This design comes from an exercise in tuning for small area on the open sky130 flow, not from production work. In this exercise RTL edits were held to simulation tests only and were not proved equivalent to the original. No driver is modelled on the clock port, so clocking that relies on it looks cheaper here than on a real chip. Power is estimated from default activity; no workload was simulated.

== old ==
## bayer_unpack
module bayer_unpack (
    input  wire        clk,
    input  wire        rst,             
    input  wire        start,
    input  wire [11:0] cfg_width,
    input  wire [11:0] cfg_height,
    input  wire [31:0] cfg_mode,
    input  wire [15:0] cfg_stride,
    input  wire [31:0] cfg_src_len,
    output wire [1:0]  state,
    output wire [3:0]  err,
    output wire [3:0]  errfield,
    output wire [12:0] row,
    output wire [31:0] fault_addr,
    output wire        src_req,
    output wire [31:0] src_addr,
    input  wire        src_gnt,
    input  wire        src_rvalid,
    input  wire [7:0]  src_rdata,
    output wire        dst_we,
    output wire [25:0] dst_addr,
    output wire [7:0]  dst_wdata,
    input  wire        dst_ready
);
For scale: about 710 cells after synthesis, roughly 180 flip-flops, roughly 240 I/O pins.
export LEC_CHECK = 0
export CAP_MARGIN = 20
export CORE_MARGIN = 2
export CORE_UTILIZATION = 40
export SLEW_MARGIN = 20
create_clock -name core_clock -period 8.0 [get_ports {clk}]
standard.sh (not shown) runs the stock make flow with config.mk's settings and CLKGATE_MAP_FILE= SYNTH_SCRIPT=/design/flow/synth_recipe.tcl, a recipe that flattens the netlist after the stock synthesis.
==> flow/flow/run.sh <==
#!/bin/bash
# The standard ORFS layout with these changes:
#  - synthesis maps logic with an area-oriented ABC script (flow/abc_area.script)
#    in place of ORFS's delay-oriented abc_speed.script; everything else in
#    synthesis (registers, their names and cells) is unchanged;
#  - each port gets the smallest buffer cell;
#  - the clock tree uses clkbuf_8 buffers and no dummy loads; after CTS,
#    flow/post_cts.tcl turns leaf buffers with light loads into clkbuf_4;
#  - one tie cell drives all constant outputs (no tie fanout repair).
set -euo pipefail
rm -rf scripts_abc
cp -r "$FLOW_HOME/scripts" scripts_abc
cp flow/abc_area.script scripts_abc/abc_speed.script
bash standard.sh "SCRIPTS_DIR=$PWD/scripts_abc" \
  "BUFFER_PORTS_ARGS=-buffer_cell sky130_fd_sc_hd__buf_1" \
  "POST_CTS_TCL=$PWD/flow/post_cts.tcl" SKIP_REPAIR_TIE_FANOUT=1 \
  "CTS_ARGS=-sink_clustering_enable -repair_clock_nets -dont_use_dummy_load -buf_list sky130_fd_sc_hd__clkbuf_8 -root_buf sky130_fd_sc_hd__clkbuf_8" \
  finish > orfs_make.log 2>&1
==> flow/flow/abc_area.script <==
&get -n
&st
&syn2
&dch
&nf -R 1000
&put
topo
stime -c
==> flow/flow/post_cts.tcl <==
# After clock tree synthesis: a clock leaf buffer becomes clkbuf_4 where every
# flip-flop clock pin it drives keeps a slew under 105 ps; otherwise it stays
# clkbuf_8. A smaller cell fits in the larger one's place.
estimate_parasitics -placement
foreach inst [get_cells clkbuf_*] {
  if { [get_property $inst ref_name] != "sky130_fd_sc_hd__clkbuf_8" } { continue }
  set name [get_full_name $inst]
  set out [get_pins $name/X]
  set loads [get_pins -of_objects [get_nets -of_objects $out] -filter "direction == input"]
  set leaf 1
  foreach p $loads {
    if { ![string match "*/CLK" [get_full_name $p]] } { set leaf 0 }
  }
  if { !$leaf } { continue }
  replace_cell $inst sky130_fd_sc_hd__clkbuf_4
  estimate_parasitics -placement
  set worst 0.0
  foreach p $loads {
    set s [get_property $p slew_max]
    if { $s > $worst } { set worst $s }
  }
  if { $worst > 0.105 } {
    replace_cell $inst sky130_fd_sc_hd__clkbuf_8
    estimate_parasitics -placement
    puts "post_cts: $name stays clkbuf_8 (clkbuf_4 slew $worst)"
  } else {
    puts "post_cts: $name -> clkbuf_4 (slew $worst)"
  }
}
old reached the final stage; the timing, DRC and antenna checks on its layout passed.
Changes in new relative to old:
--- a/flow/design.v
+++ b/flow/design.v
@@ -31,20 +31,22 @@
     reg [28:0] sl_q;         
     reg        sbig_q;       
     reg [15:0] stride_q;
     reg [11:0] w_q, h_q;
     reg        p12_q, cmp_q, bin_q;
     reg [3:0]  selw_q;       
     reg [12:0] col_q;        
     reg [3:0]  b_q;          
     reg [25:0] a_q;          
     reg [7:0]  out_q;
+    reg [7:0]  byte_q;       
+    reg        bv_q;
     reg        gl_q;         
     reg        tr_q;         
     reg        tv1_q;        
     reg        tv_q;         
     reg        fc8_q;        
     reg        fc16_q;       
     genvar gi;
     wire       start_ok = start && (st_q != ST_RUN) && !rst;
     wire [7:0] in_prec  = cfg_mode[7:0];
     wire [3:0] in_sel   = cfg_mode[19:16];
@@ -63,32 +65,31 @@
     wire p_write = running && (ph_q == PH_WRITE);
     wire p_rew   = running && (ph_q == PH_REW);
     wire [1:0] pidx  = {~row_q[0], col_q[0]};            
     wire       rsamp = selw_q[pidx];
     wire       wsamp = !bin_q || rsamp;
     wire       b_last = cmp_q ? (p12_q ? (b_q == 4'd11) : (b_q == 4'd9)) : (b_q == 4'd15);
     wire       win    = p12_q ? (b_q >= 4'd4 && b_q < 4'd12) : (b_q >= 4'd2 && b_q < 4'd10);
     wire       need   = win && rsamp;
     wire       col_end = (col_q == 13'd1);
     wire       str_nz  = (stride_q != 16'd0);
-    wire       step_adv = p_step && !tr_q && !need;
-    wire       rv_adv   = p_wait && src_rvalid;
-    wire       fwd_adv  = step_adv || rv_adv;
+    wire       fwd_adv  = p_step && !tr_q && (!need || bv_q);
+    wire       rd_req   = p_step && !tr_q && need && !bv_q;
     wire       badv     = fwd_adv || p_rew;
     wire       to_write = fwd_adv && b_last && wsamp;
     wire       wr_done  = p_write && dst_ready;
     wire       cadv     = (badv && b_last && !to_write) || wr_done;
     wire       row_end  = cadv && col_end && !p_rew;
     wire       rew_end  = p_rew && b_last && col_end;
     wire       last_row;                  
     wire       done_ev  = row_end && last_row;
-    wire       bitv     = p_wait && src_rdata[f_q[2:0]];
+    wire       bitv     = need && byte_q[f_q[2:0]];
     wire [13:0] col_b;                        
     wire [12:0] col_dec;
     wire [13:0] row_c;                        
     wire [12:0] row_nx;
     assign col_b[0] = cadv;
     assign row_c[0] = row_end;
     generate
         for (gi = 0; gi < 13; gi = gi + 1) begin : g_cr
             assign col_dec[gi] = col_q[gi] ^ col_b[gi];
             assign col_b[gi+1] = col_b[gi] & ~col_q[gi];
@@ -128,40 +129,43 @@
         for (gi = 0; gi < 26; gi = gi + 1) begin : g_a
             assign a_nx[gi]  = a_q[gi] ^ a_c[gi];
             assign a_c[gi+1] = a_q[gi] & a_c[gi];
         end
     endgenerate
     assign state      = st_q;
     assign err        = (st_q == ST_FAIL) ? ((ph_q == 2'd0) ? 4'd3 : (ph_q == 2'd3) ? 4'd2 : {2'd0, ph_q}) : 4'd0;
     assign errfield   = (st_q == ST_FAIL) ? {2'd0, ph_q} : 4'd0;
     assign row        = row_q;
     assign fault_addr = {3'd0, f_q[31:3]};
-    assign src_req    = p_step && need && !tr_q;
+    assign src_req    = rd_req;
     assign src_addr   = {3'd0, f_q[31:3]};
     assign dst_we     = p_write;
     assign dst_addr   = a_q;
     assign dst_wdata  = out_q;
     wire f_clr = rst || start_ok || done_ev;      
     always @(posedge clk) begin
         f_q   <= f_clr ? {22'd0, go_run, 9'd0} : f_nx;
         a_q   <= start_ok ? 26'd0 : a_nx;
         col_q <= start_ok ? 13'd0 : (col_q == 13'd0) ? {w_q, 1'b0} : col_dec;
         b_q   <= (start_ok || (badv && b_last)) ? 4'd0 : b_q + {3'd0, badv};
         row_q <= (rst || start_ok) ? (go_wz ? {cfg_height, 1'b0} : 13'd0) : row_nx;
         gl_q  <= ge_c[15];
         tr_q  <= ge_c[29] && !sbig_q;
         fc8_q  <= !f_clr && f_c[8];
         fc16_q <= !f_clr && f_c[16];
         tv1_q <= !(start_ok || byte_mv || fc8_q || fc16_q);
         tv_q  <= tv1_q && !(start_ok || byte_mv || fc8_q || fc16_q);
         if (fwd_adv && win)
             out_q <= {bitv, out_q[7:1]};
+        if (src_rvalid)
+            byte_q <= src_rdata;
+        bv_q  <= !(start_ok || byte_mv) && (bv_q || (p_wait && src_rvalid));
     end
     always @(posedge clk) begin
         if (start_ok) begin
             w_q      <= cfg_width;
             h_q      <= cfg_height;
             p12_q    <= (in_prec == 8'd12);
             cmp_q    <= cfg_mode[8];
             bin_q    <= in_bin;
             selw_q   <= in_bin ? in_prio : in_sel;
             stride_q <= cfg_stride;
@@ -184,22 +188,24 @@
                 ph_q <= 2'd3;
             end else begin
                 ph_q <= PH_STEP;
                 st_q <= go_run ? ST_RUN : ST_DONE;
             end
         end else if (running) begin
             if (p_step && tr_q)
                 st_q <= ST_FAIL;                  
             if (done_ev)
                 st_q <= ST_DONE;
-            if (p_step && need && !tr_q && src_gnt)
+            if (rd_req && src_gnt)
                 ph_q <= PH_WAIT;
+            else if (p_wait && src_rvalid)
+                ph_q <= PH_STEP;
             else if (badv || wr_done) begin
                 if (to_write)
                     ph_q <= PH_WRITE;
                 else if (row_end && str_nz)
                     ph_q <= PH_REW;
                 else if (p_rew && !rew_end)
                     ph_q <= PH_REW;
                 else
                     ph_q <= PH_STEP;
             end
[summary]
Looking at clock group share of total power, new sits 1.0 points higher than old does. Compared with old, in new synthesized cell count went up 14, power density over the cells shrank by 0.93%, ratio of cells with drive above 1 in the final layout shrank by 0.39 points, wire length on met2 went up about 1.3%. new — final instance area 3.0% higher, old as reference. The non-clock inverter instance count of the final layout reported for new is greater than that of old by 1. When the final numbers for old and new were put side by side, the average routed wire per standard cell turned out to be smaller in new. The setup slack of new is larger than that of old. Register area share after synthesis for new is higher than for old. There was hardly any difference in total number of vias between new and old.

## separate check: timing with driven ports
Ports are ideal in the flow. The routed layouts listed here were re-timed in OpenROAD. Step 1 sets driving cells, clkbuf_16 on the clock port and buf_2 on the other inputs (assumed; they add their load-dependent delay and slew). Step 2 moves the port delays by t, midway between the first and last clock arrival at a register: inputs arrive t later, outputs are due t later. That takes back most of the time a late clock gives input paths. a / b / c = ideal / step 1 / step 2; a / b = the first two.
run | t, ns | slack for setup (ns) | hold slack, ns | slew at the worst register clock pin (ns) | cell pins on the clock port's net
old | 0.465 | 0.653 / 0.653 / 0.653 | 0.443 / 0.443 / 0.443 | 0.10 / 0.10 | 1
new | 0.480 | 0.659 / 0.659 / 0.659 | 0.399 / 0.399 / 0.399 | 0.10 / 0.10 | 1
After both steps setup and hold are still met in every run listed.
